What follows belongs to an exercise in optimizing a design on an open flow for small area and few clock cycles; a production flow would make more cautious choices. Only simulation tests tie the RTL to the original design; equivalence was not proved. Power is estimated from default activity; no workload was simulated.

[flow/flow/run.sh]
#!/bin/bash
# Standard ORFS layout, with
#  - an area-oriented re-mapping of the combinational logic of the standard
#    synthesis (registers, their names and cell types are kept as they are;
#    the read multiplexers' three-way AND-OR-invert cells are kept too),
#  - a leaner clock tree (no dummy loads, larger sink clusters),
#  - the smallest buffer on each port.
set -euo pipefail
here=$(pwd)
res=$here/orfs/results/$FLOW_PLATFORM/ftdi_frame_codec/base
lib=$FLOW_HOME/platforms/$FLOW_PLATFORM/lib/sky130_fd_sc_hd__tt_025C_1v80.lib

export CTS_ARGS="-sink_clustering_enable -repair_clock_nets -buf_list sky130_fd_sc_hd__clkbuf_8 -sink_clustering_size 18 -sink_clustering_max_diameter 60 -dont_use_dummy_load"
export BUFFER_PORTS_ARGS="-buffer_cell sky130_fd_sc_hd__buf_1"

# 1. standard synthesis
bash standard.sh synth > standard_synth.log 2>&1

# 2. re-map the combinational logic for area
seq=$(python3 flow/combmap.py "$lib")
yosys -q -l combmap.log -p "read_liberty -ignore_miss_func $lib; delete $seq sky130_fd_sc_hd__conb_1; write_verilog -noattr $here/combmap.v" > /dev/null 2>&1 || true
dontuse=$(grep -o -- "-dont_use [^ ]*" "$here/orfs/logs/$FLOW_PLATFORM/ftdi_frame_codec/base/1_2_yosys.log" | sort -u | tr '\n' ' ')
cp "$res/1_2_yosys.v" "$here/1_2_yosys_standard.v"
yosys -l post_synth.log -p "
read_liberty -lib $lib
read_verilog $here/1_2_yosys_standard.v
hierarchy -top $FLOW_TOP
select -set regs $FLOW_TOP/t:sky130_fd_sc_hd__df* $FLOW_TOP/t:sky130_fd_sc_hd__edf*
tee -o $here/regs_before.txt select -list @regs
techmap -map $here/combmap.v $FLOW_TOP/* $FLOW_TOP/t:sky130_fd_sc_hd__a222oi_1 %d
techmap
opt_expr
opt_clean -purge
abc -liberty $lib $dontuse -script $here/flow/area.abc
rename -hide $FLOW_TOP/w:*.*
opt_clean -purge
hilomap -singleton -hicell sky130_fd_sc_hd__conb_1 HI -locell sky130_fd_sc_hd__conb_1 LO
splitnets
opt_clean -purge
insbuf -buf sky130_fd_sc_hd__buf_4 A X
select -set regs2 $FLOW_TOP/t:sky130_fd_sc_hd__df* $FLOW_TOP/t:sky130_fd_sc_hd__edf*
tee -o $here/regs_after.txt select -list @regs2
stat -liberty $lib
write_verilog -noattr -nohex -nodec $here/1_2_yosys_area.v
" > /dev/null
# keep the standard netlist unless the registers are exactly the same
if cmp -s <(sort regs_before.txt) <(sort regs_after.txt); then
  cp "$here/1_2_yosys_area.v" "$res/1_2_yosys.v"
  rm -f "$res/1_synth.odb" "$res/1_synth.sdc"
  echo "post-synthesis re-mapping used" > post_synth_status.txt
else
  echo "registers differ; standard netlist kept" > post_synth_status.txt
fi

# 3. the rest of the layout
bash standard.sh > standard_finish.log 2>&1
[flow/flow/area.abc]
&get -n
&st
&deepsyn -T 120
&dch
&nf -a
&st
&dch
&nf -a
&put
[flow/flow/combmap.py]
# Writes the list of sequential cells (flip-flops, latches) of a liberty file,
# one per line, so the post-synthesis pass can leave them untouched.
import re, sys
lib = open(sys.argv[1]).read()
seq = []
for part in re.split(r'\n\s*cell\s*\(', lib)[1:]:
    name = part[:part.index(')')].strip().strip('"')
    if re.search(r'\b(ff|ff_bank|latch|latch_bank|statetable)\s*\(', part):
        seq.append(name)
print(' '.join(seq))
[flow/standard.sh]
#!/bin/bash
# synth_recipe.tcl (not shown) runs the flow's synth.tcl, then flattens the netlist and writes it again
# the make line also repeats each setting of config.mk as NAME=value (left out here)
make -C /OpenROAD-flow-scripts/flow DESIGN_CONFIG=/design/flow/config.mk WORK_HOME=/design/flow/orfs CLKGATE_MAP_FILE= SYNTH_SCRIPT=/design/flow/synth_recipe.tcl "${@:-finish}"
[flow/config.mk]
export PLATFORM = sky130hd
export DESIGN_NAME = ftdi_frame_codec
export DESIGN_NICKNAME = ftdi_frame_codec
export VERILOG_FILES = /design/flow/design.v
export SDC_FILE = /design/flow/constraint.sdc
export NUM_CORES = 4
export LEC_CHECK = 0
export CAP_MARGIN = 20
export CORE_MARGIN = 2
export CORE_UTILIZATION = 40
export PLACE_DENSITY = 0.6
export SLEW_MARGIN = 20
export SYNTH_HIERARCHICAL = 1
[flow/constraint.sdc]
create_clock -name core_clock -period 10.0 [get_ports {clk}]
set_input_delay 2.0000 -clock core_clock [delete_from_list [all_inputs] [get_ports {clk}]]
set_output_delay 2.0000 -clock core_clock [all_outputs]
set_load 0.01 [all_outputs]
[flow/design.v]
module ftdi_frame_codec (
    input  wire        clk,
    input  wire        rst,           
    input  wire        op_valid,
    input  wire [2:0]  op_code,       
    input  wire [15:0] op_arg,        
    output wire        op_ready,
    output wire        tx_valid,
    output reg  [7:0]  tx_data,
    input  wire        tx_ready,
    input  wire        rx_valid,
    input  wire [7:0]  rx_data,
    output wire        rx_ready,
    input  wire [4:0]  rd_idx,
    output wire [15:0] rd_sp,
    output wire [11:0] rd_samp0,
    output wire [11:0] rd_samp1,
    output wire [11:0] rd_samp2,
    output reg  [2:0]  phase,
    output reg  [2:0]  fault,
    output reg  [5:0]  n_count,
    output wire [10:0] wlen,
    output wire [7:0]  erl,
    output reg  [10:0] txcount,
    output reg  [7:0]  rlen,
    output wire [5:0]  nsamp,
    output wire [16:0] stat_sum,
    output wire [5:0]  stat_cnt,
    output wire        stat_valid
);
    localparam [7:0] OP_PREDIV_OFF     = 8'h8A;
    localparam [7:0] OP_SET_DIVISOR    = 8'h86;
    localparam [7:0] OP_ADAPTIVE_OFF   = 8'h97;
    localparam [7:0] OP_MULTIPHASE_OFF = 8'h8D;
    localparam [7:0] OP_GPIO_SET       = 8'h80;
    localparam [7:0] WR_HDR0 = 8'h11, WR_HDR1 = 8'h02, WR_HDR2 = 8'h00;
    localparam [7:0] XFER_HDR0 = 8'h31, XFER_HDR1 = 8'h00, XFER_HDR2 = 8'h00;
    localparam [7:0] RDBITS_CMD0 = 8'h22, RDBITS_CMD1 = 8'h03;
    localparam [7:0] CLK_DIV_LO = 8'h05, CLK_DIV_HI = 8'h00;
    localparam [7:0] IDLE_STATE = 8'h78;
    localparam [7:0] DIRECTION  = 8'h7B;
    localparam [7:0] SEL_DAC = 8'h08, SEL_ADC0 = 8'h10, SEL_ADC1 = 8'h20, SEL_ADC2 = 8'h40;
    localparam [7:0] DAC_CFG0 = 8'hA1, DAC_CFG1 = 8'hA2, DAC_CFG2 = 8'hA3;
    localparam [7:0] DAC_DATA_REG = 8'hD0;
    localparam [7:0] ADC_TRIGGER  = 8'h00;
    localparam [7:0] SW_DAC  = IDLE_STATE & ~SEL_DAC;
    localparam [7:0] SW_ADC0 = IDLE_STATE & ~SEL_ADC0;
    localparam [7:0] SW_ADC1 = IDLE_STATE & ~SEL_ADC1;
    localparam [7:0] SW_ADC2 = IDLE_STATE & ~SEL_ADC2;
    localparam [7:0] IW      = IDLE_STATE;
    localparam [2:0] OPC_PUSH = 3'd1, OPC_COMPILE = 3'd2, OPC_ABORT = 3'd3, OPC_TXDONE = 3'd4,
                     OPC_RXDATA = 3'd5, OPC_DECODE = 3'd6, OPC_CLEAR = 3'd7;
    localparam [2:0] PH_IDLE = 3'd0, PH_COMPILED = 3'd1, PH_SENT = 3'd2,
                     PH_RECEIVED = 3'd3, PH_DONE = 3'd4, PH_FAULT = 3'd5;
    localparam [1:0] TS_PRE = 2'd0, TS_BLK = 2'd1, TS_TRL = 2'd2, TS_END = 2'd3;
    localparam [4:0] CAP_POS = 5'd25;
    reg  [511:0] spr;
    reg  [4:0]   psp;
    reg  [899:0] sr;
    reg  [4:0]   q;             
    reg [15:0] rx_left;       
    reg [4:0]  lag;           
    reg [2:0]  rj;            
    reg [5:0]  kf;            
    reg [16:0] acc;           
    reg [1:0]  ts;            
    reg [3:0]  sub;           
    reg [1:0]  part;          
    reg        hdr;           
    reg [4:0]  tx_frame;
    reg [11:0] cap;           
    reg        cap_ok;
    wire busy      = (rx_left != 16'd0);
    wire push_en   = (phase == PH_IDLE) && !n_count[5];
    wire push_wait = op_valid && (op_code == OPC_PUSH) && push_en && (n_count != 6'd0) &&
                     (psp != n_count[4:0] - 5'd1);
    assign op_ready = !busy && !push_wait;
    wire in_frames = (kf < n_count);
    assign rx_ready = busy && (!in_frames || (lag == 5'd0));
    wire op_fire = op_valid && op_ready;
    wire rx_fire = rx_valid && rx_ready;
    wire ins     = rx_fire && in_frames;
    wire dac_blk  = (ts == TS_BLK) && !hdr && (part == 2'd0);
    wire cap_need = dac_blk && (sub == 4'd7 || sub == 4'd8);
    assign tx_valid = (phase == PH_COMPILED) && (ts != TS_END) && !(cap_need && !cap_ok);
    wire tx_fire = tx_valid && tx_ready;
    wire [6:0]  n3       = {1'b0, n_count} + {n_count, 1'b0};
    wire [10:0] wlen_c   = {n3 + 7'd1, 4'b0101};      
    wire [7:0]  erl_c    = {n3, 1'b0};                
    wire        compiled = (phase != PH_IDLE) && !fault[0];
    assign wlen = compiled ? wlen_c : 11'd0;
    assign erl  = compiled ? erl_c : 8'd0;
    wire decoded = (phase == PH_DONE) || ((phase == PH_FAULT) && fault[2]);
    assign nsamp      = decoded ? kf : 6'd0;
    assign stat_sum   = decoded ? acc : 17'd0;
    assign stat_cnt   = (decoded && kf != 6'd0) ? kf - 6'd1 : 6'd0;
    assign stat_valid = (phase == PH_DONE) && (kf[5:1] != 5'd0);
    wire [4:0] rp_sp = psp - rd_idx;
    wire [5:0] rp_dif = {1'b0, q} - {1'b0, rd_idx};
    wire [4:0] rp_s   = rp_dif[5] ? rp_dif[4:0] + 5'd25 : rp_dif[4:0];
    reg  [899:0] sr_lab;
    integer l;
    always @(*) begin
        for (l = 0; l < 25; l = l + 1)
            sr_lab[36*l +: 36] = sr[36*((6*l) % 25) +: 36];
    end
    wire [35:0] srd;
    ring_read #(.W(16), .N(32)) u_rd_sp (.d(spr), .sel(32'd1 << rp_sp), .q(rd_sp));
    ring_read #(.W(36), .N(25)) u_rd_s  (.d(sr_lab), .sel(25'd1 << rp_s), .q(srd));
    assign rd_samp0 = srd[35:24];
    assign rd_samp1 = srd[23:12];
    assign rd_samp2 = srd[11:0];
    reg [7:0] sel_word;
    always @(*) begin
        case (part)
            2'd0:    sel_word = SW_DAC;
            2'd1:    sel_word = SW_ADC0;
            2'd2:    sel_word = SW_ADC1;
            default: sel_word = SW_ADC2;
        endcase
    end
    always @(*) begin
        if (ts == TS_PRE) begin
            case (sub[2:0])
                3'd0:    tx_data = OP_PREDIV_OFF;
                3'd1:    tx_data = OP_SET_DIVISOR;
                3'd2:    tx_data = CLK_DIV_LO;
                3'd3:    tx_data = CLK_DIV_HI;
                3'd4:    tx_data = OP_ADAPTIVE_OFF;
                default: tx_data = OP_MULTIPHASE_OFF;
            endcase
        end else begin
            case (sub)
                4'd0:  tx_data = OP_GPIO_SET;
                4'd1:  tx_data = sel_word;
                4'd2:  tx_data = DIRECTION;
                4'd3:  tx_data = (part == 2'd0) ? WR_HDR0 : XFER_HDR0;
                4'd4:  tx_data = (part == 2'd0) ? WR_HDR1 : XFER_HDR1;
                4'd5:  tx_data = (part == 2'd0) ? WR_HDR2 : XFER_HDR2;
                4'd6:  tx_data = (part != 2'd0) ? ADC_TRIGGER : hdr ? DAC_CFG0 : DAC_DATA_REG;
                4'd7:  tx_data = (part != 2'd0) ? RDBITS_CMD0 : hdr ? DAC_CFG1 : cap[11:4];
                4'd8:  tx_data = (part != 2'd0) ? RDBITS_CMD1 : hdr ? DAC_CFG2 : {cap[3:0], 4'h0};
                4'd9:  tx_data = OP_GPIO_SET;
                4'd10: tx_data = IW;
                default: tx_data = DIRECTION;
            endcase
        end
    end
    wire [7:0]  rlen_next    = ((op_arg[15:8] != 8'd0) || (op_arg[7:0] > 8'd198)) ? 8'd198 : op_arg[7:0];
    wire [10:0] txcount_next = op_arg[10:0] | {11{op_arg[15:11] != 5'd0}};
    wire        push_fire    = op_fire && (op_code == OPC_PUSH) && push_en;
    wire        rxdata_fire  = op_fire && (op_code == OPC_RXDATA) && (phase == PH_SENT);
    wire        compile_fire = op_fire && (op_code == OPC_COMPILE) && (phase == PH_IDLE);
    wire        cap_past     = (ts == TS_BLK) && !hdr && ((part != 2'd0) || (sub > 4'd8));
    wire [4:0]  cap_rel      = psp - tx_frame - {4'd0, cap_past};
    wire        cap_load     = !cap_ok && (cap_rel == CAP_POS);
    reg [899:0] sr_next;
    always @(*) begin
        sr_next = {sr[863:0], sr[899:864]};
        if (ins) begin
            case (rj)
                3'd0: sr_next[36*0+28 +: 8] = rx_data;
                3'd1: sr_next[36*1+24 +: 4] = rx_data[3:0];
                3'd2: sr_next[36*2+16 +: 8] = rx_data;
                3'd3: sr_next[36*3+12 +: 4] = rx_data[3:0];
                3'd4: sr_next[36*4+4  +: 8] = rx_data;
                default: sr_next[36*5+0 +: 4] = rx_data[3:0];
            endcase
        end
    end
    always @(posedge clk) begin
        spr <= {spr[495:0], push_fire ? op_arg : spr[511:496]};
        sr  <= sr_next;
        psp <= (push_fire && n_count == 6'd0) ? 5'd0 : psp + 5'd1;
        q   <= rxdata_fire ? 5'd4 : (q >= 5'd4) ? q - 5'd4 : q + 5'd21;
        if (rxdata_fire || ins)
            lag <= 5'd0;
        else
            lag <= (lag == 5'd24) ? 5'd0 : lag + 5'd1;
    end
    always @(posedge clk) begin
        if (rxdata_fire) begin
            rj  <= 3'd0;
            kf  <= 6'd0;
            acc <= 17'd0;
        end else if (ins) begin
            if (rj == 3'd5) begin
                rj <= 3'd0;
                kf <= kf + 6'd1;
                if (kf != 6'd0)
                    acc <= acc + {5'd0, sr[36*4+24 +: 12] ^ 12'h800};
            end else begin
                rj <= rj + 3'd1;
            end
        end
    end
    always @(posedge clk) begin
        if (cap_load)
            cap <= spr[16*CAP_POS +: 12];
        if (compile_fire) begin
            ts       <= TS_PRE;
            sub      <= 4'd0;
            part     <= 2'd0;
            hdr      <= 1'b1;
            tx_frame <= 5'd0;
            cap_ok   <= 1'b0;
        end else begin
            if (cap_load)
                cap_ok <= 1'b1;
            else if (tx_fire && dac_blk && sub == 4'd8)
                cap_ok <= 1'b0;
            if (tx_fire) begin
                case (ts)
                    TS_PRE: begin
                        if (sub == 4'd5) begin
                            ts  <= TS_BLK;
                            sub <= 4'd0;
                        end else begin
                            sub <= sub + 4'd1;
                        end
                    end
                    TS_BLK: begin
                        if (sub == 4'd11) begin
                            sub <= 4'd0;
                            if (hdr) begin
                                hdr <= 1'b0;
                                if (n_count == 6'd0) begin
                                    ts  <= TS_TRL;
                                    sub <= 4'd9;
                                end
                            end else if (part == 2'd3) begin
                                part <= 2'd0;
                                if ({1'b0, tx_frame} == n_count - 6'd1) begin
                                    ts  <= TS_TRL;
                                    sub <= 4'd9;
                                end else begin
                                    tx_frame <= tx_frame + 5'd1;
                                end
                            end else begin
                                part <= part + 2'd1;
                            end
                        end else begin
                            sub <= sub + 4'd1;
                        end
                    end
                    TS_TRL: begin
                        if (sub == 4'd11)
                            ts <= TS_END;
                        else
                            sub <= sub + 4'd1;
                    end
                    default: ;
                endcase
            end
        end
    end
    always @(posedge clk) begin
        if (rst) begin
            phase   <= PH_IDLE;
            fault   <= 3'b000;
            n_count <= 6'd0;
            txcount <= 11'd0;
            rlen    <= 8'd0;
            rx_left <= 16'd0;
        end else begin
            if (rx_fire)
                rx_left <= rx_left - 16'd1;
            if (op_fire) begin
                case (op_code)
                    OPC_PUSH: begin
                        if (push_en)
                            n_count <= n_count + 6'd1;
                    end
                    OPC_COMPILE: begin
                        if (phase == PH_IDLE) begin
                            if (n_count >= 6'd25) begin    
                                fault[0] <= 1'b1;
                                phase    <= PH_FAULT;
                            end else begin
                                phase    <= PH_COMPILED;
                            end
                        end
                    end
                    OPC_TXDONE: begin
                        if (phase == PH_COMPILED) begin
                            txcount <= txcount_next;
                            if (op_arg != {5'd0, wlen_c}) begin
                                fault[1] <= 1'b1;
                                phase    <= PH_FAULT;
                            end else begin
                                phase    <= PH_SENT;
                            end
                        end
                    end
                    OPC_RXDATA: begin
                        if (phase == PH_SENT) begin
                            rlen    <= rlen_next;
                            rx_left <= op_arg;
                            phase   <= PH_RECEIVED;
                        end
                    end
                    OPC_DECODE: begin
                        if (phase == PH_RECEIVED) begin
                            if (rlen != erl_c) begin
                                fault[2] <= 1'b1;
                                phase    <= PH_FAULT;
                            end else begin
                                phase    <= PH_DONE;
                            end
                        end
                    end
                    OPC_ABORT, OPC_CLEAR: begin
                        if ((op_code == OPC_ABORT && (phase == PH_IDLE || phase == PH_COMPILED)) ||
                            (op_code == OPC_CLEAR && (phase == PH_DONE || phase == PH_FAULT))) begin
                            phase   <= PH_IDLE;
                            fault   <= 3'b000;
                            n_count <= 6'd0;
                            txcount <= 11'd0;
                            rlen    <= 8'd0;
                        end
                    end
                    default: ;
                endcase
            end
        end
    end
endmodule
module ring_read #(parameter integer W = 16, parameter integer N = 32) (
    input  wire [W*N-1:0] d,
    input  wire [N-1:0]   sel,
    output wire [W-1:0]   q
);
    localparam integer G3 = N / 3;           
    localparam integer R  = N - 3 * G3;      
    localparam integer G  = G3 + (R != 0);
    genvar b, g;
    generate
        for (b = 0; b < W; b = b + 1) begin : bit_
            wire [G-1:0] gn;
            for (g = 0; g < G3; g = g + 1) begin : grp
                aoi3 u (.a0(d[W*(3*g)+b]), .a1(d[W*(3*g+1)+b]), .a2(d[W*(3*g+2)+b]),
                        .s0(sel[3*g]), .s1(sel[3*g+1]), .s2(sel[3*g+2]), .y(gn[g]));
            end
            if (R == 2) begin : last2
                aoi2 u (.a0(d[W*(3*G3)+b]), .a1(d[W*(3*G3+1)+b]),
                        .s0(sel[3*G3]), .s1(sel[3*G3+1]), .y(gn[G3]));
            end else if (R == 1) begin : last1
                assign gn[G3] = ~(d[W*(3*G3)+b] & sel[3*G3]);
            end
            assign q[b] = ~&gn;
        end
    endgenerate
endmodule
module aoi3 (
    input  wire a0, a1, a2, s0, s1, s2,
    output wire y
);
    assign y = ~((a0 & s0) | (a1 & s1) | (a2 & s2));
endmodule
module aoi2 (
    input  wire a0, a1, s0, s1,
    output wire y
);
    assign y = ~((a0 & s0) | (a1 & s1));
endmodule
==> reports/metrics.yaml, run 1 <==
finish:
  drive_gt1_share_pct: 6.19
  fin_nets: 3433
  layout.area.seq_mm2: 0.0307
  multi_input_area_mm2: 0.0109
  fin_area_mm2: 0.0461
  syn_to_final_growth_pct: 11.1
  fill_cells: 9384
grt:
  globalRouteOverflowTotal: 0
  grt_pass1_wl_mm: 179
  antenna_found_initial: 8
  grt_pass1_vias: 27524
  grt_max_degree: 37
  track_usage_pct: 22.3
clocking:
  tritoncts: "built"
  clockBufferDepth: 3
  clock_sinks: 1527
  cts-root-buf: "clkbuf_8"
  htree_num_levels: 3
  post-cts-setup-buffers: 0
  cts-hold-fix-buffers: 0
  clk_pin_slew_ps: 110
  insertion_delay_ps: 790
  cts_buffers: 103
  cts.repair.resized: 0
worst_setup_path:
  critPathCaptureType: "primary output"
  worstSetupStartpoint: "rd_idx[1]"
  worstPathArrival_ps: 7160
  cp_max_fo: 24
  critPathCapture: "rd_samp1[7]"
  r2r_cells: 15
  worstReg2RegEnd: "acc[16]$_SDFFE_PP0P_"
  startpoint_type: "primary input"
  ff2ff_setup_slack_ps: 5500
  crit_type: "in2out"
  worstPathRequired_ps: 8000
  reg2reg_from: "sr[168]$_DFF_P_"
flow_run:
  maxCapViolCount: 0
sta:
  clock.fmax_ghz: 0.109
  maxSlewViolCount: 0
  post-route-period-util_pct: 91.6
  finalSetupViolCount: 0
  hold-worst-slack_ps: 198
  relSlewSlack_pct: 21.6
  fin_skew_ps: 141
  rsz0062_at_grt: "false"
  post-route-min-period_ps: 9160
  hold_viol: 0
  setup-tns-final_ps: 0
  worstMarginPinSlew_ps: 1170
route:
  drcViolationCount: 0
  avgViaCountPerCell: 5.91
  dr.pass1.iters: 11
  wirelength_mm: 123
  drtIter0Drc: 4688
  vias: 28221
  ant_nets: 0
  routedWlPerCell_um: 25.8
die:
  rows: 118
  die_h_um: 326
  coreArea_mm2: 0.103
  ios: 180
  initial_core_util_pct: 40.2
  fp.dieArea_mm2: 0.106
  die_w_um: 326
placed_design:
  portBuffers: 176
  place_congestion: 0.850
  place_hpwl_mm: 75.1
  dpl-instance-area_mm2: 0.0447
power:
  powerDensity_mw_per_mm2: 224
  leakagePower_nw: 17.0
  peakVddDrop_mv: 0.164
logic_synthesis:
  yosysWarnings: 7
  synth_area_mm2: 0.0415
  syn_avg_cell_area_um2: 13.6
  synth_cells: 3047
outcome:
  status: "complete, no violations"
hold_path:
  hold_class: "reg2reg"
sequential cells by signal (all words and copies together), names as in the netlist, 2 cells and up:
register / flops
q: 5
spr: 512
sub: 4
part: 2
rj: 3
cap: 12
fault: 3
tx_frame: 5
psp: 5
ts: 2
n_count: 6
phase: 3
rlen: 8
kf: 6
txcount: 11
lag: 5
acc: 17
sr: 900
rx_left: 16
cells in the final DEF, fill, tap and decap left out, types with 5 or more instances in the layout:
cell / instances
a2111oi_0: 18
a211o_1: 37
a211oi_1: 7
a21oi_1: 83
a222oi_1: 448
a22o_1: 5
a22oi_1: 23
a31oi_1: 17
and2_0: 32
and3_1: 13
buf_1: 176
buf_4: 70
clkbuf_8: 103
clkinv_1: 26
dfxtp_1: 1515
diode_2: 5
edfxtp_1: 12
maj3_1: 5
mux2_1: 54
nand2_1: 120
nand2b_1: 29
nand3_1: 22
nand3b_1: 6
nand4_1: 109
nor2_1: 163
nor2_4: 24
nor2b_1: 23
nor3_1: 53
nor3b_1: 6
nor4_1: 5
o21a_1: 7
o21ai_0: 53
o22ai_1: 6
o31ai_1: 6
or2_0: 8
or3_1: 14
xnor2_1: 16
xor2_1: 18
worst min-delay path by stage:
| stage | from | endpoint | cells after the start |
|---|---|---|---|
| floorplan | spr[96]$_DFF_P_ | spr[112]$_DFF_P_ | 0 |
| global placement | spr[483]$_DFF_P_ | spr[499]$_DFF_P_ | 0 |
| detailed placement | sr[7]$_DFF_P_ | sr[43]$_DFF_P_ | 0 |
| CTS | sr[637]$_DFF_P_ | sr[673]$_DFF_P_ | 0 |
| global route | sr[637]$_DFF_P_ | sr[673]$_DFF_P_ | 0 |
| finish | sr[637]$_DFF_P_ | sr[673]$_DFF_P_ | 0 |
metal layers:
layer	GRT usage (%)	vias to the layer above	part of all wire [%]
li1	-	12671	-
met1	30.1	14013	42
met2	36.0	1316	47
met3	3.89	219	8.3
met4	7.90	2	2.8
met5	0	-	0.016
power breakdown:
group          total (mW)  leakage (nW)  internal (mW)  switching (mW)
Sequential           6.38          12.3           6.24           0.144
Clock                2.70         0.741          0.922            1.78
Combinational        1.27          3.95          0.301           0.972
Total                10.4          17.0           7.46            2.89
metrics by stage:
stage / power [mW] / std cells / setup slack, ps / utilization, %
floorplan: 7.06 / 3049 / 1490 / -
global placement: 7.75 / 4671 / 1020 / 43.3
detailed placement: 7.75 / 4671 / 849 / 43.3
CTS: 10.4 / 4774 / 830 / 44.7
global route: 10.7 / 4779 / 464 / 44.7
finish: 10.4 / 4779 / 838 / 44.7
critical path, stage by stage:
cell	delay, ps
buf_1	150
nand2b_1	180
a21boi_0	200
o21ba_1	190
o21bai_1	80
a21oi_1	310
nor2_1	160
nor2b_1	260
a22oi_1	130
buf_4	200
and3_1	190
o21ai_0	270
nand3_1	650
nor2_4	1110
buf_4	410
a222oi_1	100
nand4_1	120
a211o_1	220
buf_1	180
final cells by class:
| type | count | area share [%] |
|---|---|---|
| Clock buffer | 103 | 3.07 |
| Antenna cell | 5 | 0.0271 |
| Inverter | 26 | 0.212 |
| Tap cell | 1380 | 3.74 |
| Timing Repair Buffer | 250 | 2.75 |
| Multi-Input combinational cell | 1488 | 23.6 |
| Sequential cell | 1527 | 66.6 |
Testbench counts, summed over its fixed seeds: cycles 23,344.
==> run 2, diff against run 1 <==
--- a/flow/design.v
+++ b/flow/design.v
@@ -55,3 +55,2 @@
     localparam [1:0] TS_PRE = 2'd0, TS_BLK = 2'd1, TS_TRL = 2'd2, TS_END = 2'd3;
-    localparam [4:0] CAP_POS = 5'd25;
     reg  [511:0] spr;
@@ -70,4 +69,2 @@
     reg [4:0]  tx_frame;
-    reg [11:0] cap;           
-    reg        cap_ok;
     wire busy      = (rx_left != 16'd0);
@@ -76,3 +73,6 @@
                      (psp != n_count[4:0] - 5'd1);
-    assign op_ready = !busy && !push_wait;
+    wire dac_blk   = (ts == TS_BLK) && !hdr && (part == 2'd0);
+    wire val_byte  = (phase == PH_COMPILED) && dac_blk && (sub == 4'd7 || sub == 4'd8);
+    wire port_tx   = val_byte && tx_ready && !op_valid;
+    assign op_ready = !busy && !push_wait && !port_tx;
     wire in_frames = (kf < n_count);
@@ -82,5 +82,3 @@
     wire ins     = rx_fire && in_frames;
-    wire dac_blk  = (ts == TS_BLK) && !hdr && (part == 2'd0);
-    wire cap_need = dac_blk && (sub == 4'd7 || sub == 4'd8);
-    assign tx_valid = (phase == PH_COMPILED) && (ts != TS_END) && !(cap_need && !cap_ok);
+    assign tx_valid = (phase == PH_COMPILED) && (ts != TS_END) && !(val_byte && op_valid);
     wire tx_fire = tx_valid && tx_ready;
@@ -97,3 +95,3 @@
     assign stat_valid = (phase == PH_DONE) && (kf[5:1] != 5'd0);
-    wire [4:0] rp_sp = psp - rd_idx;
+    wire [4:0] rp_sp = psp - (port_tx ? tx_frame : rd_idx);
     wire [5:0] rp_dif = {1'b0, q} - {1'b0, rd_idx};
@@ -140,4 +138,4 @@
                 4'd6:  tx_data = (part != 2'd0) ? ADC_TRIGGER : hdr ? DAC_CFG0 : DAC_DATA_REG;
-                4'd7:  tx_data = (part != 2'd0) ? RDBITS_CMD0 : hdr ? DAC_CFG1 : cap[11:4];
-                4'd8:  tx_data = (part != 2'd0) ? RDBITS_CMD1 : hdr ? DAC_CFG2 : {cap[3:0], 4'h0};
+                4'd7:  tx_data = (part != 2'd0) ? RDBITS_CMD0 : hdr ? DAC_CFG1 : rd_sp[11:4];
+                4'd8:  tx_data = (part != 2'd0) ? RDBITS_CMD1 : hdr ? DAC_CFG2 : {rd_sp[3:0], 4'h0};
                 4'd9:  tx_data = OP_GPIO_SET;
@@ -153,5 +151,2 @@
     wire        compile_fire = op_fire && (op_code == OPC_COMPILE) && (phase == PH_IDLE);
-    wire        cap_past     = (ts == TS_BLK) && !hdr && ((part != 2'd0) || (sub > 4'd8));
-    wire [4:0]  cap_rel      = psp - tx_frame - {4'd0, cap_past};
-    wire        cap_load     = !cap_ok && (cap_rel == CAP_POS);
     reg [899:0] sr_next;
@@ -197,4 +192,2 @@
     always @(posedge clk) begin
-        if (cap_load)
-            cap <= spr[16*CAP_POS +: 12];
         if (compile_fire) begin
@@ -205,8 +198,3 @@
             tx_frame <= 5'd0;
-            cap_ok   <= 1'b0;
         end else begin
-            if (cap_load)
-                cap_ok <= 1'b1;
-            else if (tx_fire && dac_blk && sub == 4'd8)
-                cap_ok <= 1'b0;
             if (tx_fire) begin
--- a/flow/flow/run.sh
+++ b/flow/flow/run.sh
@@ -12,3 +12,3 @@
 
-export CTS_ARGS="-sink_clustering_enable -repair_clock_nets -buf_list sky130_fd_sc_hd__clkbuf_8 -sink_clustering_size 18 -sink_clustering_max_diameter 60 -dont_use_dummy_load"
+export CTS_ARGS="-sink_clustering_enable -repair_clock_nets -buf_list sky130_fd_sc_hd__clkbuf_8 -sink_clustering_size 20 -sink_clustering_max_diameter 60 -dont_use_dummy_load"
 export BUFFER_PORTS_ARGS="-buffer_cell sky130_fd_sc_hd__buf_1"
==> reports/metrics.yaml, run 2 <==
die:
  initial_core_util_pct: 40.4
  die_w_um: 325
  ios: 180
  fp.dieArea_mm2: 0.106
  die_h_um: 325
  coreArea_mm2: 0.102
  rows: 117
clocking:
  insertion_delay_ps: 800
  htree_num_levels: 3
  post-cts-setup-buffers: 0
  cts.repair.resized: 0
  clk_pin_slew_ps: 100
  clock_sinks: 1514
  cts-hold-fix-buffers: 0
  clockBufferDepth: 3
  cts_buffers: 101
  tritoncts: "built"
  cts-root-buf: "clkbuf_8"
sta:
  relSlewSlack_pct: 23.5
  worstMarginPinSlew_ps: 1130
  hold_viol: 0
  maxSlewViolCount: 0
  finalSetupViolCount: 0
  fin_skew_ps: 103
  clock.fmax_ghz: 0.104
  post-route-period-util_pct: 96.5
  post-route-min-period_ps: 9650
worst_setup_path:
  crit_family: "compound AO/OA/AOI/OAI gates"
  worstPathRequired_ps: 8000
  crit_type: "reg2out"
  critPathCaptureType: "primary output"
  worstSetupStartpoint: "part[1]$_SDFFE_PP0P_"
  slowest_delay_ps: 730
  worstPathArrival_ps: 7650
  critPathCapture: "tx_data[4]"
  slowest_stage: "a2111oi_0"
  r2r_cells: 15
  reg2reg_from: "n_count[2]$_SDFFE_PP0P_"
  path_common_cell: "nand2_1"
  cp_max_fo: 16
  ff2ff_setup_slack_ps: 5240
  worstSetupPathDepth: 19
  path_cells: "nor3_1 > nand2_1 > a21boi_0 > and4_1 > mux2_1 > xor2_1 > mux2i_1 > or3_1 > a41oi_1 > xnor2_1 > nand2_1 > nor2_2 > a222oi_1 > nand4_1 > a2111oi_0 > nand2_1 > a211oi_1 > a31oi_1 > buf_1"
  startpoint_type: "register"
  worstReg2RegEnd: "rx_left[15]$_SDFF_PP0_"
  crit_buf_inv: 1
placed_design:
  place_congestion: 0.904
  portBuffers: 176
  dpl.cell_count: 4654
  place_hpwl_mm: 77.9
  dpl-instance-area_mm2: 0.0443
finish:
  largest_register_ffs: 900
  final_cell_mix: "dfxtp_1, a222oi_1, buf_1"
  layout.area.seq_mm2: 0.0303
  fin_nets: 3426
  drive_gt1_share_pct: 6.26
  reg.largest.list: "sr (900), spr (512), acc (17)"
  layout_commonest_cell: "dfxtp_1"
  syn_to_final_growth_pct: 10.9
  regMostFlops: "sr"
  fin_area_mm2: 0.0457
  multi_input_area_mm2: 0.0110
  fill_cells: 9373
  finalNonFillerCells: 4761
hold_path:
  hold_class: "reg2reg"
logic_synthesis:
  synth_area_mm2: 0.0412
  synth_cells: 3048
  syn_avg_cell_area_um2: 13.5
  yosysWarnings: 7
power:
  p_clk_share_pct: 22.8
  combPwrFrac_pct: 22.3
  netSwitchingFraction_pct: 34.3
  p_int_mw: 7.70
  switching_power_mw: 4.02
  leakagePower_nw: 16.9
  total_power_mw: 11.7
  powerDensity_mw_per_mm2: 256
  peakVddDrop_mv: 0.329
  p_seq_share_pct: 54.9
grt:
  grt_pass1_vias: 27089
  grt_pass1_wl_mm: 178
  track_usage_pct: 22.3
  antenna_found_initial: 9
  grt_max_degree: 37
  globalRouteOverflowTotal: 0
route:
  dr.pass1.iters: 11
  drtIter0Drc: 4640
  vias: 28309
  ant_nets: 0
  routedWlPerCell_um: 25.7
  drcViolationCount: 0
  wirelength_mm: 123
  avgViaCountPerCell: 5.95
flow_run:
  maxCapViolCount: 0
outcome:
  status: "complete, no violations"
==> run 2: worst min-delay path by stage <==
stage,from,to,slack [ps],cells past startpoint
5_1_grt,sr[457]$_DFF_P_,sr[493]$_DFF_P_,280,0
3_5_place_dp,spr[197]$_DFF_P_,spr[213]$_DFF_P_,330,0
4_1_cts,sr[457]$_DFF_P_,sr[493]$_DFF_P_,280,0
2_1_floorplan,spr[96]$_DFF_P_,spr[112]$_DFF_P_,330,0
3_3_place_gp,sr[547]$_DFF_P_,sr[583]$_DFF_P_,330,0
6_report,sr[457]$_DFF_P_,sr[493]$_DFF_P_,280,0
==> run 2: per-stage QoR <==
| stage | utilization [%] | TNS (ps) | worst slack (ps) | hold slack (ps) |
|---|---|---|---|---|
| after global routing | 44.8 | -4.47 | -4.47 | 285 |
| final | 44.8 | 0 | 347 | 276 |
| after CTS | 44.8 | 0 | 560 | 281 |
| after floorplan | - | 0 | 1750 | 330 |
| after detailed placement | 43.4 | 0 | 824 | 334 |
| after global placement | 43.4 | 0 | 767 | 332 |
==> run 2: final cells by class <==
class / instances / area share (%)
repair buffers: 244 / 2.63
well taps: 1368 / 3.74
clock buffers: 101 / 3.04
flip-flops and latches: 1514 / 66.3
multi-input cells: 1494 / 24.0
diodes: 6 / 0.0328
inverters: 34 / 0.279
==> run 2: routing by layer <==
layer | up-vias | track usage (%) | part of all wire (%)
li1 | 12628 | - | -
met1 | 13929 | 31.4 | 43
met2 | 1508 | 34.4 | 44
met3 | 240 | 3.96 | 9.5
met4 | 4 | 7.50 | 3.2
met5 | - | 0 | 0.019
==> run 2: power groups by stage <==
stage / logic, mW / clock network [mW] / registers (mW)
2_1_floorplan: 1.13 / 0 / 6.50
3_3_place_gp: 2.49 / 0 / 6.57
3_5_place_dp: 2.53 / 0 / 6.57
4_1_cts: 2.53 / 2.72 / 6.43
5_1_grt: 2.69 / 2.93 / 6.47
6_report: 2.61 / 2.67 / 6.44
Testbench counts of run 2, summed over its fixed seeds: cycles 23,344.
==> run 3, diff against run 2 <==
--- a/flow/flow/run.sh
+++ b/flow/flow/run.sh
@@ -12,3 +12,3 @@
 
-export CTS_ARGS="-sink_clustering_enable -repair_clock_nets -buf_list sky130_fd_sc_hd__clkbuf_8 -sink_clustering_size 20 -sink_clustering_max_diameter 60 -dont_use_dummy_load"
+export CTS_ARGS="-sink_clustering_enable -repair_clock_nets -buf_list sky130_fd_sc_hd__clkbuf_8 -sink_clustering_size 18 -sink_clustering_max_diameter 90 -dont_use_dummy_load"
 export BUFFER_PORTS_ARGS="-buffer_cell sky130_fd_sc_hd__buf_1"
==> reports/metrics.yaml, run 3 <==
power:
  powerDensity_mw_per_mm2: 256
  leakagePower_nw: 16.9
  total_power_mw: 11.7
  peakVddDrop_mv: 0.331
placed_design:
  dpl-instance-area_mm2: 0.0443
  place_congestion: 0.904
  place_hpwl_mm: 77.9
  dpl.cell_count: 4654
  portBuffers: 176
die:
  die_h_um: 325
  initial_core_util_pct: 40.4
  ios: 180
  fp.dieArea_mm2: 0.106
  coreArea_mm2: 0.102
  rows: 117
  die_w_um: 325
clocking:
  post-cts-setup-buffers: 0
  clk_pin_slew_ps: 100
  tritoncts: "built"
  cts-hold-fix-buffers: 0
  cts_buffers: 95
  cts-root-buf: "clkbuf_8"
  htree_num_levels: 3
  clockBufferDepth: 3
  clock_sinks: 1514
  cts.repair.resized: 0
  insertion_delay_ps: 780
finish:
  syn_to_final_growth_pct: 10.7
  drive_gt1_share_pct: 6.09
  multi_input_area_mm2: 0.0110
  regMostFlops: "sr"
  largest_register_ffs: 900
  layout_commonest_cell: "dfxtp_1"
  fin_nets: 3420
  reg.largest.list: "sr (900), spr (512), acc (17)"
  finalNonFillerCells: 4754
  fill_cells: 9361
  fin_area_mm2: 0.0456
  final_cell_mix: "dfxtp_1, a222oi_1, buf_1"
  layout.area.seq_mm2: 0.0303
grt:
  grt_pass1_wl_mm: 178
  antenna_found_initial: 7
  grt_pass1_vias: 27105
  globalRouteOverflowTotal: 0
  track_usage_pct: 22.3
  grt_max_degree: 37
worst_setup_path:
  crit_type: "reg2out"
  path_common_cell: "nor3_1"
  cp_max_fo: 16
  slowest_stage: "nor3_1"
  crit_buf_inv: 1
  path_cells: "nor3_1 > nand2_1 > a21boi_0 > and4_1 > mux2_1 > xor2_1 > mux2i_1 > or3_1 > a41oi_1 > xnor2_1 > nand2_1 > nor2_2 > a222oi_1 > nand4_1 > nor3_1 > a31oi_1 > nor3_1 > o21ai_0 > buf_1"
  slowest_delay_ps: 680
  worstPathRequired_ps: 8000
  worstPathArrival_ps: 7600
  critPathCaptureType: "primary output"
  crit_family: "simple AND/OR/NAND/NOR gates"
  startpoint_type: "register"
route:
  wl_met2_mm: 54.8
  ant_nets: 0
  avgViaCountPerCell: 5.93
  drcViolationCount: 0
  dr.pass1.iters: 13
  drtIter0Drc: 5089
  top_layer: "met5"
  drt-met1-wl_mm: 53.0
  wl_met3_mm: 11.5
  wirelength_mm: 123
  vias: 28198
  routedWlPerCell_um: 25.8
sta:
  relSlewSlack_pct: 24.0
  hold_viol: 0
  fin_skew_ps: 96.3
  rsz0062_at_grt: "false"
  post-route-period-util_pct: 96.0
  finalSetupViolCount: 0
  clock.fmax_ghz: 0.104
  maxSlewViolCount: 0
  setup-tns-final_ps: 0
  worstMarginPinSlew_ps: 1130
  post-route-min-period_ps: 9600
logic_synthesis:
  synth_area_mm2: 0.0412
  yosysWarnings: 7
  synth_cells: 3048
  syn_avg_cell_area_um2: 13.5
outcome:
  status: "complete, no violations"
flow_run:
  maxCapViolCount: 0
hold_path:
  hold_class: "reg2reg"
-- run 3: layout make-up --
class / instances / share of cell area (%)
timing repair buffer: 244 / 2.63
antenna: 5 / 0.0274
inverter: 34 / 0.280
multi-input combinational: 1494 / 24.0
clock buffer: 95 / 2.87
tap: 1368 / 3.75
sequential: 1514 / 66.4
-- run 3: where the power goes --
group | total (mW) | internal (mW) | switching (mW)
sequential | 6.44 | 6.24 | 0.198
combinational | 2.61 | 0.553 | 2.06
clock | 2.62 | 0.855 | 1.76
total | 11.7 | 7.65 | 4.02
-- run 3: metrics by stage --
stage / hold WS (ps) / util, % / setup WS (ps)
finish: 299 / 44.7 / 396
detailed placement: 334 / 43.4 / 824
floorplan: 330 / - / 1750
global placement: 332 / 43.4 / 767
global route: 303 / 44.7 / 60.5
CTS: 303 / 44.7 / 626
-- run 3: metal layers --
| metal | global-route usage [%] | vias up |
|---|---|---|
| met3 | 3.98 | 206 |
| met1 | 31.5 | 13909 |
| met5 | 0 | - |
| met4 | 6.95 | 2 |
| li1 | - | 12626 |
| met2 | 34.6 | 1455 |
-- run 3: worst paths after layout --
kind | startpoint | end | slack (ps) | cells after the start
hold reg to reg | spr[233]$_DFF_P_ | spr[249]$_DFF_P_ | 300 | 0
hold / removal | spr[233]$_DFF_P_ | spr[249]$_DFF_P_ | 300 | 0
setup reg to reg | n_count[2]$_SDFFE_PP0P_ | rx_left[15]$_SDFF_PP0_ | 5300 | 15
setup / recovery | part[1]$_SDFFE_PP0P_ | tx_data[3] | 400 | 19
==> run 4, diff against run 3 <==
--- a/flow/flow/run.sh
+++ b/flow/flow/run.sh
@@ -12,3 +12,3 @@
 
-export CTS_ARGS="-sink_clustering_enable -repair_clock_nets -buf_list sky130_fd_sc_hd__clkbuf_8 -sink_clustering_size 18 -sink_clustering_max_diameter 90 -dont_use_dummy_load"
+export CTS_ARGS="-sink_clustering_enable -repair_clock_nets -buf_list sky130_fd_sc_hd__clkbuf_8 -sink_clustering_size 18 -sink_clustering_max_diameter 60 -dont_use_dummy_load"
 export BUFFER_PORTS_ARGS="-buffer_cell sky130_fd_sc_hd__buf_1"
==> reports/metrics.yaml, run 4 <==
flow_run:
  maxCapViolCount: 0
finish:
  layout_commonest_cell: "dfxtp_1"
  reg.largest.list: "sr (900), spr (512), acc (17)"
  largest_register_ffs: 900
  final_cell_mix: "dfxtp_1, a222oi_1, buf_1"
  fin_nets: 3430
  regMostFlops: "sr"
  fin_area_mm2: 0.0458
  utilization_pct: 44.9
  drive_gt1_share_pct: 6.37
  syn_to_final_growth_pct: 11.1
worst_setup_path:
  crit_buf_inv: 2
  worstPathRequired_ps: 8000
  reg2reg_from: "n_count[2]$_SDFFE_PP0P_"
  slowest_stage: "a2111oi_0"
  worstPathArrival_ps: 7620
  worstReg2RegEnd: "rx_left[15]$_SDFF_PP0_"
  ff2ff_setup_slack_ps: 5240
  critPathCaptureType: "primary output"
  r2r_cells: 15
  path_cells: "nor3_1 > nand2_1 > a21boi_0 > and4_1 > mux2_1 > xor2_1 > mux2i_1 > or3_1 > a41oi_1 > xnor2_1 > nand2_1 > nor2_1 > buf_6 > a222oi_1 > nand4_1 > a2111oi_0 > nand2_1 > a21oi_1 > a31oi_1 > buf_1"
  path_common_cell: "nand2_1"
  crit_type: "reg2out"
  crit_family: "simple AND/OR/NAND/NOR gates"
  startpoint_type: "register"
  cp_max_fo: 14
  slowest_delay_ps: 720
route:
  dr.pass1.iters: 13
  drtIter0Drc: 4935
  routedWlPerCell_um: 25.7
  ant_nets: 0
  avgViaCountPerCell: 5.91
  wirelength_mm: 122
  drcViolationCount: 0
  vias: 28167
grt:
  antenna_found_initial: 9
  grt_pass1_vias: 27160
  grt_pass1_wl_mm: 178
  globalRouteOverflowTotal: 0
  track_usage_pct: 22.2
  grt_max_degree: 37
logic_synthesis:
  synth_area_mm2: 0.0412
  yosysWarnings: 7
  synth_cells: 3048
  syn_avg_cell_area_um2: 13.5
sta:
  worstMarginPinSlew_ps: 1110
  finalSetupViolCount: 0
  post-route-min-period_ps: 9620
  maxSlewViolCount: 0
  relSlewSlack_pct: 24.9
  post-route-period-util_pct: 96.2
  hold_viol: 0
  fin_skew_ps: 111
  hold-worst-slack_ps: 286
  clock.fmax_ghz: 0.104
outcome:
  status: "complete, no violations"
clocking:
  post-cts-setup-buffers: 0
  cts-hold-fix-buffers: 0
  cts-root-buf: "clkbuf_8"
  clockBufferDepth: 3
  cts_buffers: 105
  htree_num_levels: 3
  tritoncts: "built"
  cts.repair.resized: 0
  clock_sinks: 1514
  insertion_delay_ps: 810
  clk_pin_slew_ps: 100
die:
  ios: 180
  die_h_um: 325
  initial_core_util_pct: 40.4
  die_w_um: 325
  coreArea_mm2: 0.102
  rows: 117
  fp.dieArea_mm2: 0.106
placed_design:
  portBuffers: 176
  place_congestion: 0.904
  dpl-instance-area_mm2: 0.0443
  place_hpwl_mm: 77.9
power:
  total_power_mw: 11.8
  leakagePower_nw: 17.0
  powerDensity_mw_per_mm2: 257
  peakVddDrop_mv: 0.335
hold_path:
  min-delay-start: "sr[457]$_DFF_P_"
  min_path_cells: 0
  hold_class: "reg2reg"
  holdPathEnd: "sr[493]$_DFF_P_"
==> run 4: worst max-delay path by stage <==
stage / depth (start not counted) / startpoint / end
floorplan: 15 / rd_idx[0] / rd_samp0[10]
global placement: 19 / op_valid / tx_data[5]
detailed placement: 18 / op_valid / tx_data[6]
CTS: 19 / part[1]$_SDFFE_PP0P_ / tx_data[6]
global route: 20 / sub[2]$_SDFFE_PP0P_ / tx_data[6]
finish: 20 / part[1]$_SDFFE_PP0P_ / tx_data[6]
==> run 4: layout make-up <==
class | instances | area, um^2
inverter | 34 | 128
clock buffer | 105 | 1450
multi-input combinational | 1494 | 11000
fill | 9327 | 56300
timing repair buffer | 244 | 1200
sequential | 1514 | 30300
tap | 1368 | 1710
antenna | 6 | 15.0
==> run 4: metal layers <==
metal	up-vias	GRT usage [%]	part of all wire [%]
li1	12642	-	-
met1	13859	31.1	43
met2	1443	34.4	45
met3	217	4.47	9.5
met4	6	7.23	2.9
met5	-	0	0.029
==> run 4: report_power, final <==
group / switching [mW] / internal [mW] / total (mW)
clock network: 1.77 / 0.938 / 2.71
logic: 2.06 / 0.553 / 2.61
registers: 0.198 / 6.24 / 6.44
total: 4.03 / 7.73 / 11.8
==> run 4: through the flow <==
stage | setup WS, ps | cells | TNS (ps)
global route | -4.63 | 4765 | -4.63
finish | 381 | 4765 | 0
floorplan | 1750 | 3050 | 0
CTS | 558 | 4759 | 0
global placement | 767 | 4652 | 0
detailed placement | 824 | 4654 | 0
==> run 5, diff against run 4 <==
--- a/flow/design.v
+++ b/flow/design.v
@@ -151,2 +151,19 @@
     wire        compile_fire = op_fire && (op_code == OPC_COMPILE) && (phase == PH_IDLE);
+    wire [5:0]  ins_f = ins ? (6'd1 << rj) : 6'd0;
+    wire [35:0] f_en  = {{8{ins_f[0]}}, {4{ins_f[1]}}, {8{ins_f[2]}},
+                         {4{ins_f[3]}}, {8{ins_f[4]}}, {4{ins_f[5]}}};
+    wire [35:0] f_val = {rx_data, rx_data[3:0], rx_data, rx_data[3:0], rx_data, rx_data[3:0]};
+    wire [35:0] f_old = {sr[36*24+28 +: 8], sr[36*0+24 +: 4], sr[36*1+16 +: 8],
+                         sr[36*2+12 +: 4], sr[36*3+4 +: 8], sr[36*4 +: 4]};
+    wire [35:0] f_new;
+    wire [15:0] sp_new;
+    genvar gi;
+    generate
+        for (gi = 0; gi < 36; gi = gi + 1) begin : fsel
+            sel2 u (.a(f_val[gi]), .s(f_en[gi]), .b(f_old[gi]), .sn(~f_en[gi]), .y(f_new[gi]));
+        end
+        for (gi = 0; gi < 16; gi = gi + 1) begin : psel
+            sel2 u (.a(op_arg[gi]), .s(push_fire), .b(spr[496+gi]), .sn(~push_fire), .y(sp_new[gi]));
+        end
+    endgenerate
     reg [899:0] sr_next;
@@ -154,15 +171,11 @@
         sr_next = {sr[863:0], sr[899:864]};
-        if (ins) begin
-            case (rj)
-                3'd0: sr_next[36*0+28 +: 8] = rx_data;
-                3'd1: sr_next[36*1+24 +: 4] = rx_data[3:0];
-                3'd2: sr_next[36*2+16 +: 8] = rx_data;
-                3'd3: sr_next[36*3+12 +: 4] = rx_data[3:0];
-                3'd4: sr_next[36*4+4  +: 8] = rx_data;
-                default: sr_next[36*5+0 +: 4] = rx_data[3:0];
-            endcase
-        end
+        sr_next[36*0+28 +: 8] = f_new[35:28];
+        sr_next[36*1+24 +: 4] = f_new[27:24];
+        sr_next[36*2+16 +: 8] = f_new[23:16];
+        sr_next[36*3+12 +: 4] = f_new[15:12];
+        sr_next[36*4+4  +: 8] = f_new[11:4];
+        sr_next[36*5+0  +: 4] = f_new[3:0];
     end
     always @(posedge clk) begin
-        spr <= {spr[495:0], push_fire ? op_arg : spr[511:496]};
+        spr <= {spr[495:0], sp_new};
         sr  <= sr_next;
@@ -353 +366,7 @@
 endmodule
+module sel2 (
+    input  wire a, s, b, sn,
+    output wire y
+);
+    assign y = (a & s) | (b & sn);
+endmodule
--- a/flow/flow/run.sh
+++ b/flow/flow/run.sh
@@ -4,3 +4,4 @@
 #    synthesis (registers, their names and cell types are kept as they are;
-#    the read multiplexers' three-way AND-OR-invert cells are kept too),
+#    the read multiplexers' AND-OR-invert cells and the ring write selectors'
+#    AND-OR cells are kept too),
 #  - a leaner clock tree (no dummy loads, larger sink clusters),
@@ -29,3 +30,3 @@
 tee -o $here/regs_before.txt select -list @regs
-techmap -map $here/combmap.v $FLOW_TOP/* $FLOW_TOP/t:sky130_fd_sc_hd__a222oi_1 %d
+techmap -map $here/combmap.v $FLOW_TOP/* $FLOW_TOP/t:sky130_fd_sc_hd__a222oi_1 %d $FLOW_TOP/t:sky130_fd_sc_hd__a22o_1 %d
 techmap
==> reports/metrics.yaml, run 5 <==
outcome:
  status: "complete, no violations"
sta:
  maxSlewViolCount: 0
  clock.fmax_ghz: 0.104
  worstMarginPinSlew_ps: 1220
  rsz0062_at_grt: "false"
  post-route-min-period_ps: 9610
  hold_viol: 0
  finalSetupViolCount: 0
  post-route-period-util_pct: 96.1
  setup-tns-final_ps: 0
  relSlewSlack_pct: 18.7
  fin_skew_ps: 131
logic_synthesis:
  syn_avg_cell_area_um2: 13.6
  synth_cells: 3007
  synth_area_mm2: 0.0410
  yosysWarnings: 7
route:
  drcViolationCount: 0
  drtIter0Drc: 4317
  wirelength_mm: 124
  vias: 27966
  ant_nets: 0
  routedWlPerCell_um: 26.2
  avgViaCountPerCell: 5.93
  dr.pass1.iters: 19
clocking:
  tritoncts: "built"
  clock_sinks: 1514
  clockBufferDepth: 3
  cts.repair.resized: 0
  cts_buffers: 105
  cts-root-buf: "clkbuf_8"
  insertion_delay_ps: 820
  htree_num_levels: 3
  cts-hold-fix-buffers: 0
  post-cts-setup-buffers: 0
  clk_pin_slew_ps: 100
finish:
  reg.largest.list: "sr (900), spr (512), acc (17)"
  drive_gt1_share_pct: 6.28
  fin_nets: 3385
  syn_to_final_growth_pct: 11.1
  final_cell_mix: "dfxtp_1, a222oi_1, buf_1"
  regMostFlops: "sr"
  largest_register_ffs: 900
  layout_commonest_cell: "dfxtp_1"
placed_design:
  place_hpwl_mm: 81.8
  place_congestion: 0.949
  portBuffers: 176
die:
  ios: 180
  die_h_um: 324
  rows: 117
  die_w_um: 324
  coreArea_mm2: 0.102
  fp.dieArea_mm2: 0.105
  initial_core_util_pct: 40.3
grt:
  grt_pass1_wl_mm: 179
  antenna_found_initial: 5
  track_usage_pct: 23.0
  grt_pass1_vias: 27166
  grt_max_degree: 37
  globalRouteOverflowTotal: 0
worst_setup_path:
  r2r_cells: 15
  reg2reg_from: "sr[168]$_DFF_P_"
  worstPathArrival_ps: 7610
  ff2ff_setup_slack_ps: 4520
  worstReg2RegEnd: "acc[16]$_SDFFE_PP0P_"
  cp_max_fo: 16
  worstPathRequired_ps: 8000
  critPathCaptureType: "primary output"
  crit_type: "in2out"
  startpoint_type: "primary input"
hold_path:
  min-delay-start: "sr[579]$_DFF_P_"
  holdPathEnd: "sr[615]$_DFF_P_"
  min_path_cells: 0
  hold_class: "reg2reg"
power:
  leakagePower_nw: 16.7
  total_power_mw: 11.4
  peakVddDrop_mv: 0.287
  powerDensity_mw_per_mm2: 250
flow_run:
  maxCapViolCount: 0
-- run 5: worst max-delay path: stages --
cell and delay (ps):
buf_1 130, clkinv_1 100, or4_1 660, mux2i_1 360, xor2_1 350, mux2_1 400
a31oi_1 210, a31oi_1 210, xnor2_1 230, nand2_1 190, nor2_1 270, a222oi_1 660
nand4_1 130, a2111oi_0 870, buf_4 230, nand2_1 70, a221oi_1 240, a21oi_1 100
buf_1 170
-- run 5: worst max path at each step --
stage	from	endpoint	slack, ps	cells past startpoint
2_1_floorplan	rd_idx[0]	rd_samp0[4]	1500	17
4_1_cts	tx_ready	tx_data[6]	360	19
3_3_place_gp	tx_ready	tx_data[6]	470	19
3_5_place_dp	tx_ready	tx_data[6]	410	19
6_report	tx_ready	tx_data[6]	390	19
5_1_grt	part[1]$_SDFFE_PP0P_	tx_data[6]	80	19
-- run 5: per-layer routing --
layer / wire length, um / vias to the layer above / part of all wire (%) / track usage (%)
met1: 53200 / 13862 / 43 / 31.2
met5: 10 / - / 0.0081 / 0
li1: - / 12556 / - / -
met4: 2920 / 2 / 2.4 / 6.56
met3: 10200 / 200 / 8.2 / 4.10
met2: 57600 / 1346 / 46 / 37.4
-- run 5: power breakdown --
group / switching, mW / total, mW / internal (mW)
Sequential: 0.183 / 6.40 / 6.22
Combinational: 1.81 / 2.27 / 0.457
Clock: 1.78 / 2.71 / 0.937
Total: 3.77 / 11.4 / 7.62
-- run 5: final cells by class --
cell class,count,area (um^2)
Multi-Input combinational cell,1451,10700
Timing Repair Buffer,241,1170
Sequential cell,1514,30300
Fill cell,9218,56200
Antenna cell,6,15.0
Inverter,35,131
Tap cell,1368,1710
Clock buffer,105,1450
-- run 5: stage by stage --
step | hold slack, ps | setup WS (ps) | util (%) | instance area (um^2) | cells
after CTS | 229 | 365 | 44.7 | 45500 | 4713
after global placement | 331 | 467 | 43.3 | 44000 | 4608
after detailed placement | 335 | 408 | 43.3 | 44000 | 4608
after floorplan | 327 | 1500 | - | 41000 | 3009
final | 211 | 392 | 44.8 | 45500 | 4720
after global routing | 221 | 79.7 | 44.7 | 45500 | 4718
Testbench counts of run 5, summed over its fixed seeds: cycles 23,344.

what the ideal ports hide:
Ports are ideal in the flow. The routed layouts listed here were re-timed in OpenROAD.
Step 1: set_driving_cell puts a clkbuf_16 on clk and a buf_2 on each other input, an assumption about the parent block.
Step 2, shift: input delay + t, output delay - t, t = (earliest + latest rising clock arrival at the registers) / 2. This alone moves slack from input paths to output paths.
Slacks: ideal ports / drivers / drivers and shift; pairs: ideal ports / drivers.
run	shift t [ns]	setup WS [ns]	worst hold slack (ns)	worst setup path after step 2
run 1	0.785	0.838 / 0.755 / 0.755	0.198 / 0.198 / 0.198	input to output
run 2	0.805	0.347 / 0.283 / 0.558	0.276 / 0.276 / 0.276	input to output
run 3	0.800	0.396 / 0.325 / 0.659	0.299 / 0.299 / 0.299	input to output
run 4	0.812	0.381 / 0.319 / 0.624	0.286 / 0.286 / 0.286	input to output
run 5	0.807	0.392 / 0.350 / 0.350	0.211 / 0.211 / 0.211	input to output
After both steps setup and hold are still met in every run listed. For run 1, which loses most, drivers alone change the setup slack by -0.083 ns; drivers and shift together by -0.083 ns.
